Context: an optimization exercise on an open-source flow, tuned for small area, a short achievable clock period and few clock cycles. The choices shown serve that exercise and are no tape-out recipe.
The RTL of this run was laid out without a check of its function.
Power is estimated from default activity; no workload was simulated.

File: run.sh
#!/bin/bash
# synth_recipe.tcl (not shown) runs the flow's synth.tcl, then flattens the netlist and writes it again
# the make line also repeats each setting of config.mk as NAME=value (left out here)
make -C /OpenROAD-flow-scripts/flow DESIGN_CONFIG=/design/flow/config.mk WORK_HOME=/design/flow/orfs CLKGATE_MAP_FILE= SYNTH_SCRIPT=/design/flow/synth_recipe.tcl finish
File: config.mk
export PLATFORM = sky130hd
export DESIGN_NAME = frm_unpack
export DESIGN_NICKNAME = frm_unpack
export VERILOG_FILES = /design/flow/design.v
export SDC_FILE = /design/flow/constraint.sdc
export NUM_CORES = 4
export LEC_CHECK = 0
export CAP_MARGIN = 20
export CORE_MARGIN = 2
export CORE_UTILIZATION = 30
export PLACE_DENSITY = 0.5
export SETUP_SLACK_MARGIN = 5
export SLEW_MARGIN = 20
File: constraint.sdc
create_clock -name core_clock -period 10.0 [get_ports {clk}]
set_input_delay 2.0000 -clock core_clock [delete_from_list [all_inputs] [get_ports {clk}]]
set_output_delay 2.0000 -clock core_clock [all_outputs]
set_load 0.01 [all_outputs]
File: design.v
module crc16_blk (
    input  wire [63:0] blk,
    input  wire [3:0]  len,          
    output reg  [15:0] crc_out
);
    reg [63:0] masked;
    integer j;
    always @(*) begin
        for (j = 0; j < 8; j = j + 1)
            masked[63-8*j -: 8] = (len[3] || len[2:0] > j) ? blk[63-8*j -: 8] : 8'h00;
        crc_out = 16'h0000;
        for (j = 63; j >= 0; j = j - 1)
            crc_out = (crc_out[15] ^ masked[j]) ? ({crc_out[14:0], 1'b0} ^ 16'h8005)
                                                 : {crc_out[14:0], 1'b0};
    end
endmodule
module crc16_fwd (
    input  wire [15:0] c,
    input  wire [2:0]  k1,
    output reg  [15:0] y
);
    function [15:0] fwd_bytes;
        input [15:0] v;
        input integer nb;
        integer i;
        begin
            fwd_bytes = v;
            for (i = 0; i < 8 * nb; i = i + 1)
                fwd_bytes = fwd_bytes[15] ? ({fwd_bytes[14:0], 1'b0} ^ 16'h8005)
                                          : {fwd_bytes[14:0], 1'b0};
        end
    endfunction
    always @(*) begin
        y = fwd_bytes(c, 1);
        if (k1[0]) y = fwd_bytes(y, 1);
        if (k1[1]) y = fwd_bytes(y, 2);
        if (k1[2]) y = fwd_bytes(y, 4);
    end
endmodule
module crc16_inv8 (
    input  wire [15:0] c,
    output reg  [15:0] y
);
    integer i;
    always @(*) begin
        y = c;
        for (i = 0; i < 8; i = i + 1)
            y = y[0] ? ({1'b1, y[15:1]} ^ 16'h4002) : {1'b0, y[15:1]};
    end
endmodule
module frm_unpack (
    input  wire        clk,
    input  wire        rst,
    input  wire        start,
    input  wire [7:0]  exp_ft,
    input  wire [7:0]  exp_sub,
    input  wire [15:0] exp_cmd,      
    input  wire [7:0]  exp_dlen,
    input  wire [8:0]  nframes,
    output wire        idle,
    input  wire        fr_valid,
    output wire        fr_ready,
    input  wire [28:0] fr_id,
    input  wire [3:0]  fr_len,
    input  wire [63:0] fr_data,      
    output reg         pb_valid,
    output reg  [3:0]  pb_count,
    output reg  [63:0] pb_data,      
    output reg         done,
    output reg  [7:0]  status,
    output reg  [7:0]  subcode,
    output reg  [8:0]  diag_frame,
    output reg  [15:0] diag_exp,
    output reg  [15:0] diag_act
);
    localparam [7:0] RESPONDER_ID = 8'h01;
    localparam [7:0] ST_OK       = 8'h00;
    localparam [7:0] ST_FRAMING  = 8'h02;
    localparam [7:0] ST_CHECKSUM = 8'h03;
    localparam [7:0] ST_HEADER   = 8'h04;
    localparam [2:0] FE_FCNT      = 3'd1;
    localparam [2:0] FE_FTYPE     = 3'd2;
    localparam [2:0] FE_SRC       = 3'd3;
    localparam [2:0] FE_DST       = 3'd4;
    localparam [2:0] FE_NO_FRAMES = 3'd5;
    localparam [2:0] FE_BAD_LEN   = 3'd6;
    localparam [7:0] HE_FRAME_TYPE = 8'h01;
    localparam [7:0] HE_COMMAND_ID = 8'h02;
    localparam [7:0] HE_LENGTH     = 8'h03;
    reg        busy;         
    reg        fin;          
    reg        chk;          
    reg [7:0]  op_ft;
    reg [7:0]  op_sub;
    reg [15:0] op_cmd;
    reg [7:0]  op_dlen;
    reg        op_multi;     
    reg [8:0]  idx;          
    reg [8:0]  rem;          
    reg [15:0] hold;         
    reg [2:0]  acc;          
    reg [15:0] crc;          
    reg [2:0]  crc_k1;       
    reg [3:0]  cnt;          
    reg        first;        
    reg [7:0]  hdr_ft;
    reg [15:0] hdr_cmd;
    reg [7:0]  hdr_dlen;
    reg        fe;
    reg [2:0]  fe_sub;
    reg [7:0]  fe_act;
    wire [7:0] id_src   = fr_id[28:21];
    wire [7:0] id_dst   = fr_id[20:13];
    wire       id_ftype = fr_id[12];
    wire [7:0] id_fcnt  = fr_id[11:4];
    reg        chk_err;
    reg [2:0]  chk_sub;
    reg [7:0]  chk_act;
    always @(*) begin
        chk_err = 1'b1;
        chk_sub = 3'd0;
        chk_act = 8'd0;
        if ({1'b0, id_fcnt} != rem) begin
            chk_sub = FE_FCNT;
            chk_act = id_fcnt;
        end else if (id_ftype != op_multi) begin
            chk_sub = FE_FTYPE;
            chk_act = {7'd0, id_ftype};
        end else if (id_src != RESPONDER_ID) begin
            chk_sub = FE_SRC;
            chk_act = id_src;
        end else if (id_dst != op_sub) begin
            chk_sub = FE_DST;
            chk_act = id_dst;
        end else if (fr_len == 4'd0 || fr_len > 4'd8) begin
            chk_sub = FE_BAD_LEN;
            chk_act = {4'd0, fr_len};
        end else begin
            chk_err = 1'b0;
        end
    end
    wire [15:0] crc_frame, crc_moved, crc_back;
    crc16_blk u_blk (.blk(fr_data), .len(fr_len), .crc_out(crc_frame));
    crc16_fwd u_fwd (.c(first ? 16'h0000 : crc), .k1(crc_k1), .y(crc_moved));
    crc16_inv8 u_inv (.c(crc), .y(crc_back));
    wire [79:0] cat = {hold, fr_data};
    reg [15:0] hold_next;
    always @(*) begin
        case (fr_len[2:0])
        3'd1: hold_next = cat[71:56];
        3'd2: hold_next = cat[63:48];
        3'd3: hold_next = cat[55:40];
        3'd4: hold_next = cat[47:32];
        3'd5: hold_next = cat[39:24];
        3'd6: hold_next = cat[31:16];
        3'd7: hold_next = cat[23:8];
        default: hold_next = cat[15:0];
        endcase
    end
    wire [4:0] acc_sum  = {2'd0, acc} + {1'b0, fr_len};
    wire [2:0] acc_next = (acc_sum > 5'd6) ? 3'd6 : acc_sum[2:0];
    wire [2:0] pb_skip = 3'd6 - acc;
    reg [63:0] pb_shift;
    always @(*) begin
        case (pb_skip)
        3'd0: pb_shift = cat[79:16];
        3'd1: pb_shift = cat[71:8];
        3'd2: pb_shift = cat[63:0];
        3'd3: pb_shift = {cat[55:0], 8'd0};
        3'd4: pb_shift = {cat[47:0], 16'd0};
        3'd5: pb_shift = {cat[39:0], 24'd0};
        default: pb_shift = {cat[31:0], 32'd0};
        endcase
    end
    wire [4:0] pb_num = {1'b0, fr_len} - {2'd0, pb_skip};
    function [7:0] fbyte;
        input [63:0] d;
        input [2:0]  i;
        begin
            fbyte = d[63 - 8 * i -: 8];
        end
    endfunction
    wire crc_ok   = (crc == 16'h0000);
    wire too_short = (acc < 3'd2);
    wire fin_done = fe | too_short | crc_ok;
    always @(*) begin
        done = (fin & fin_done) | (chk & (cnt == 4'd0));
    end
    assign idle     = ~busy & (~(fin | chk) | done);
    assign fr_ready = busy;
    wire take = busy & fr_valid;
    always @(posedge clk) begin
        if (take | fin | chk)
            crc <= take ? (crc_moved ^ crc_frame) : crc_back;
        if (take) begin
            first  <= 1'b0;
            hold   <= hold_next;
            acc    <= acc_next;
            crc_k1 <= fr_len[2:0] - 3'd1;
            if (acc == 3'd0)
                hdr_ft <= fr_data[63:56];
            if (acc <= 3'd1 && acc_sum > 5'd1)
                hdr_cmd[15:8] <= fbyte(fr_data, 3'd1 - acc);
            if (acc <= 3'd2 && acc_sum > 5'd2)
                hdr_cmd[7:0] <= fbyte(fr_data, 3'd2 - acc);
            if (acc <= 3'd3 && acc_sum > 5'd3)
                hdr_dlen <= fbyte(fr_data, 3'd3 - acc);
        end else if (idle & start) begin
            first  <= 1'b1;
            acc    <= 3'd0;
        end else if (fin | chk) begin
            cnt <= fin ? (4'd8 - {1'b0, crc_k1}) : (cnt - 4'd1);
        end
    end
    always @(posedge clk) begin
        pb_count <= pb_num[3:0];
        pb_data  <= pb_shift;
    end
    always @(posedge clk) begin
        if (rst) begin
            busy     <= 1'b0;
            fin      <= 1'b0;
            chk      <= 1'b0;
            pb_valid <= 1'b0;
        end else begin
            pb_valid <= take && (!fr_len[3] || fr_len[2:0] == 3'd0) && !pb_num[4] && pb_num != 5'd0;
            if (fin & ~fin_done)
                chk <= 1'b1;
            else if (done)
                chk <= 1'b0;
            fin <= 1'b0;
            if (idle & start) begin
                op_ft    <= exp_ft;
                op_sub   <= exp_sub;
                op_cmd   <= exp_cmd;
                op_dlen  <= exp_dlen;
                op_multi <= (nframes > 9'd1);
                idx      <= 9'd0;
                rem      <= nframes - 9'd1;
                fe       <= 1'b1;
                fe_sub   <= FE_NO_FRAMES;
                fe_act   <= 8'd0;
                if (nframes == 9'd0)
                    fin  <= 1'b1;
                else
                    busy <= 1'b1;
            end else if (take) begin
                if (chk_err) begin
                    busy   <= 1'b0;
                    fin    <= 1'b1;
                    fe_sub <= chk_sub;
                    fe_act <= chk_act;
                end else if (rem == 9'd0) begin
                    busy <= 1'b0;
                    fin  <= 1'b1;
                    fe   <= 1'b0;
                end else begin
                    idx <= idx + 9'd1;
                    rem <= rem - 9'd1;
                end
            end
        end
    end
    always @(*) begin
        diag_frame = idx;
        diag_exp   = 16'd0;
        diag_act   = 16'd0;
        subcode    = 8'h00;
        if (chk) begin
            status   = ST_CHECKSUM;
            diag_exp = crc ^ hold;
            diag_act = hold;
        end else if (fe) begin
            status   = ST_FRAMING;
            subcode  = {5'd0, fe_sub};
            diag_act = {8'd0, fe_act};
            case (fe_sub)
            FE_FCNT:  diag_exp = {7'd0, rem};
            FE_FTYPE: diag_exp = {15'd0, op_multi};
            FE_SRC:   diag_exp = {8'd0, RESPONDER_ID};
            FE_DST:   diag_exp = {8'd0, op_sub};
            FE_NO_FRAMES: diag_exp = 16'd1;
            default:  diag_exp = 16'd8;
            endcase
        end else if (too_short) begin
            status   = ST_FRAMING;
            subcode  = 8'h07;
            diag_exp = 16'd2;
            diag_act = {13'd0, acc};
        end else if (acc < 3'd3 || hdr_ft != op_ft) begin
            status   = ST_HEADER;
            subcode  = HE_FRAME_TYPE;
            diag_exp = {8'd0, op_ft};
            diag_act = (acc < 3'd3) ? 16'd0 : {8'd0, hdr_ft};
        end else if (acc < 3'd5 || hdr_cmd != op_cmd) begin
            status   = ST_HEADER;
            subcode  = HE_COMMAND_ID;
            diag_exp = op_cmd;
            diag_act = (acc < 3'd5) ? 16'd0 : hdr_cmd;
        end else if (acc < 3'd6 || hdr_dlen != op_dlen) begin
            status   = ST_HEADER;
            subcode  = HE_LENGTH;
            diag_exp = {8'd0, op_dlen};
            diag_act = (acc < 3'd6) ? 16'd0 : {8'd0, hdr_dlen};
        end else begin
            status   = ST_OK;
        end
    end
endmodule
==> summary.txt <==
WS Path Type: reg2out
largest family of logic cells by synthesized area: XOR/XNOR gates
initial antenna violation count: 0
worst vdd ir: 0.3326 mV
Final Hold Viols: 0
drt via density: 5.707
outcome: no timing/DRC/antenna violations
CTS buffer count: 27
P per Cell Area: 225.8 nW/µm²
share of layout cells above drive strength 1: 0.2150
Root Buffer: clkbuf_16
Post-Syn Area: 18360 µm²
Place WS: 3.246 ns
grt ovf: 0
setup violators final: 0
multiplexer area fraction after synthesis: 0.08593
number of synthesized flops with an enable pin: 145
Synth Register Bits: 218
vias: 18.14k
CP startpoint kind: register
syn avg cell area: 8.723 µm²
post-DP HPWL: 56.41 mm
critical path data arrival time: 3.52 ns
Slew Viols, Final: 0
Ys Warns: 4
Primary FF master, synth: edfxtp_1
WHS Endpoint: busy
Post-synth ARST share: 0
min Tclk post-route: 5.519 ns
final worst setup slack: 4.481 ns
number of distinct library cells after synthesis: 82
reg2reg start: acc[1]
Worst Hold Slack: 0.5624 ns
Clk pin slew, worst setup/hold paths: 0.06 ns
drt first pass iters: 9
clk sinks: 218
nets: 2556
Post-CTS Hold Buffers: 0
gr usage total: 0.2526
Synth Area in Simple Gates: 0.1388
leakage: 9.372 nW
Seq/Total Area, Yosys: 0.3167
DRT Wirelength: 84.21 mm
compound-cell area share of the yosys netlist: 0.1895
skew final: 0.008942 ns
routability cong.: 0.9215
Die W: 251.4 µm
critical path required time: 8.00 ns
Max-Cap Viols: 0
worst reg-to-reg path cell count: 38
unrepaired setup endpoints after global routing: true
post-DR wirelength/cell: 26.50 µm
input/output buffers: 264
worst min path class: reg2reg
Tcrit/Tclk final: 0.5519
XOR/XNOR share of the synthesized area: 0.1899
first-pass GRT wire length: 118.7 mm
clock buffer depth: 3
Die Y: 251.4 µm
core area: 60470 µm²
Worst slew margin: 0.2799
Top-Level Pins: 279
vias in the first global route: 17.51k
hold depth: 2
Core Rows: 90
Syn Inst Count: 2105
min-delay src: busy
R2R Setup Slk: 4.99 ns
pin count of the biggest net entering global routing: 66
die area: 63200 µm²
Worst-Skew Late Latency: 0.58 ns
R2R Path End: hdr_cmd[4]
worst-path maximum fanout: 6
Area growth, synth to finish: 34.17%
Routed Antenna Nets: 0
post-route setup TNS: 0 ns
worst slew pin tran: 1.080 ns
CP endpoint kind: output pin
Initial Util: 0.3036
fmax: 181.2 MHz
drt drc: 0
Adder-Cell Fraction of Synth Area: 0.02126
drt first-iter violations: 2242
Placed Cells: 2997
final non-filler cell total: 3178
CTS tree: built
H-tree Lvls: 1
where the power goes:
group | internal (mW) | switching [mW] | total [mW]
sequential | 1.11 | 0.117 | 1.23
clock | 0.555 | 0.413 | 0.968
combinational | 1.66 | 1.71 | 3.37
total | 3.32 | 2.24 | 5.56
state kept, by name (all words and copies together) (netlist names), 3 cells and up:
signal,count
crc,16
rem,9
fe_sub,3
pb_data,64
crc_k1,3
idx,9
hdr_cmd,16
op_dlen,8
cnt,4
hdr_dlen,8
hdr_ft,8
pb_count,4
fe_act,8
op_ft,8
acc,3
op_sub,8
op_cmd,16
hold,16
cell families after synthesis:
| family | after synthesis |
|---|---|
| simple gates | 585 |
| flops | 218 |
| fa+ha+maj | 30 |
| mux | 133 |
| buf+inv | 256 |
| compound gates | 517 |
| xor+xnor | 365 |
| other cells | 1 |
layer usage:
layer,vias up,GRT usage,part of all wire
met4,0,0.1027,0.048
met5,-,0,0
met3,225,0.05809,0.10
met1,8710,0.3336,0.42
li1,8085,-,-
met2,1118,0.3976,0.44
final cells by class:
class	instances	area, µm²
multi-input combinational	1640	12380
timing repair inverter	1	3.754
sequential	218	5817
clock buffer	37	757.0
antenna	1	2.502
inverter	37	168.9
fill	5868	35830
timing repair buffer	451	4437
clock inverter	11	96.34
tap	782	978.4
placed cells by master (no fill, tap or decap), types with 23 or more instances in the layout:
cell type and n:
a31oi_1 37, inv_1 28, nand3_1 23, nor3_1 25, dfxtp_1 72, o21ai_0 88, clkbuf_16 28, nand2_1 271
mux2_2 74, xor2_1 126, mux2i_1 46, a22oi_1 51, clkdlybuf4s50_1 199, a21oi_1 116, a222oi_1 54, buf_4 118
edfxtp_1 145, xnor2_1 199, nor2_1 158, buf_6 72
worst max-delay path by stage:
stage	from	end	slack (ns)	depth (start not counted)
after floorplan	fr_len[0]	crc[15]	5.00	16
after CTS	hdr_cmd[1]	diag_act[0]	4.49	12
final	acc[1]	diag_act[0]	4.48	14
after global placement	fr_len[1]	crc[0]	3.36	16
after global routing	hdr_cmd[1]	diag_act[1]	4.43	12
after detailed placement	fr_len[1]	crc[0]	3.25	14
worst max-delay path: stages, from the launching register on:
cell	delay, ns
edfxtp_1	0.47
buf_6	0.16
buf_6	0.09
ha_4	0.14
buf_12	0.10
a22oi_2	0.08
nor4_2	0.16
nand4_1	0.24
nand2_2	0.15
nor2_4	0.06
a22oi_2	0.20
o21ai_2	0.08
a222oi_1	0.53
mux2i_1	0.26
buf_2	0.21
what timing repair did:
item / in CTS / in global routing
endpoints found under the setup margin: 83 / 51
gates cloned: 7 / 1
endpoints found under the hold margin: 0 / 0
setup buffers: 103 / 21
resized for setup: 363 / 118
pin swaps: 71 / 47
stage by stage:
stage | instance area, µm² | util | total power [mW]
floorplan | 18510 | - | 3.379
global placement | 21620 | 0.3575 | 4.213
detailed placement | 21620 | 0.3576 | 4.237
CTS | 24020 | 0.3972 | 5.420
global route | 24630 | 0.4074 | 5.815
finish | 24640 | 0.4074 | 5.564
Yosys cell counts, types with 26 or more instances:
master,n,area [µm²]
a21oi_1,131,655.6
a221oi_1,26,227.7
a222oi_1,54,540.5
a22o_1,31,271.5
a22oi_1,57,427.9
a31oi_1,38,237.7
clkbuf_1,163,611.8
dfxtp_1,73,1461
edfxtp_1,145,4354
ha_1,28,350.3
inv_1,33,123.9
mux2_2,74,833.3
mux2i_1,46,460.4
nand2_1,273,1025
nor2_1,165,619.3
nor3_1,28,140.1
o21ai_0,104,520.5
xnor2_1,212,1857
xor2_1,130,1139

==> re-timing with driven ports <==
The results above use ideal ports. As a check the final layout listed here was re-extracted and re-timed, cells and wires unchanged.
Step 1: set_driving_cell puts a clkbuf_16 on clk and a buf_2 on each other input, an assumption about the parent block.
Step 2 times the ports against the registers' clock, not the clock port: input delays grow and output delays shrink by t, the midpoint of the rising clock arrivals with the driver on.
Slacks: ideal ports / drivers / drivers and shift; pairs: ideal ports / drivers.
t (ns): 0.634
setup slack, ns: 4.481 / 4.420 / 4.460
worst setup path after step 2: input to register
After both steps setup and hold are still met in this run. The setup slack of this run moves by -0.061 ns with the drivers and by -0.021 ns with both steps.
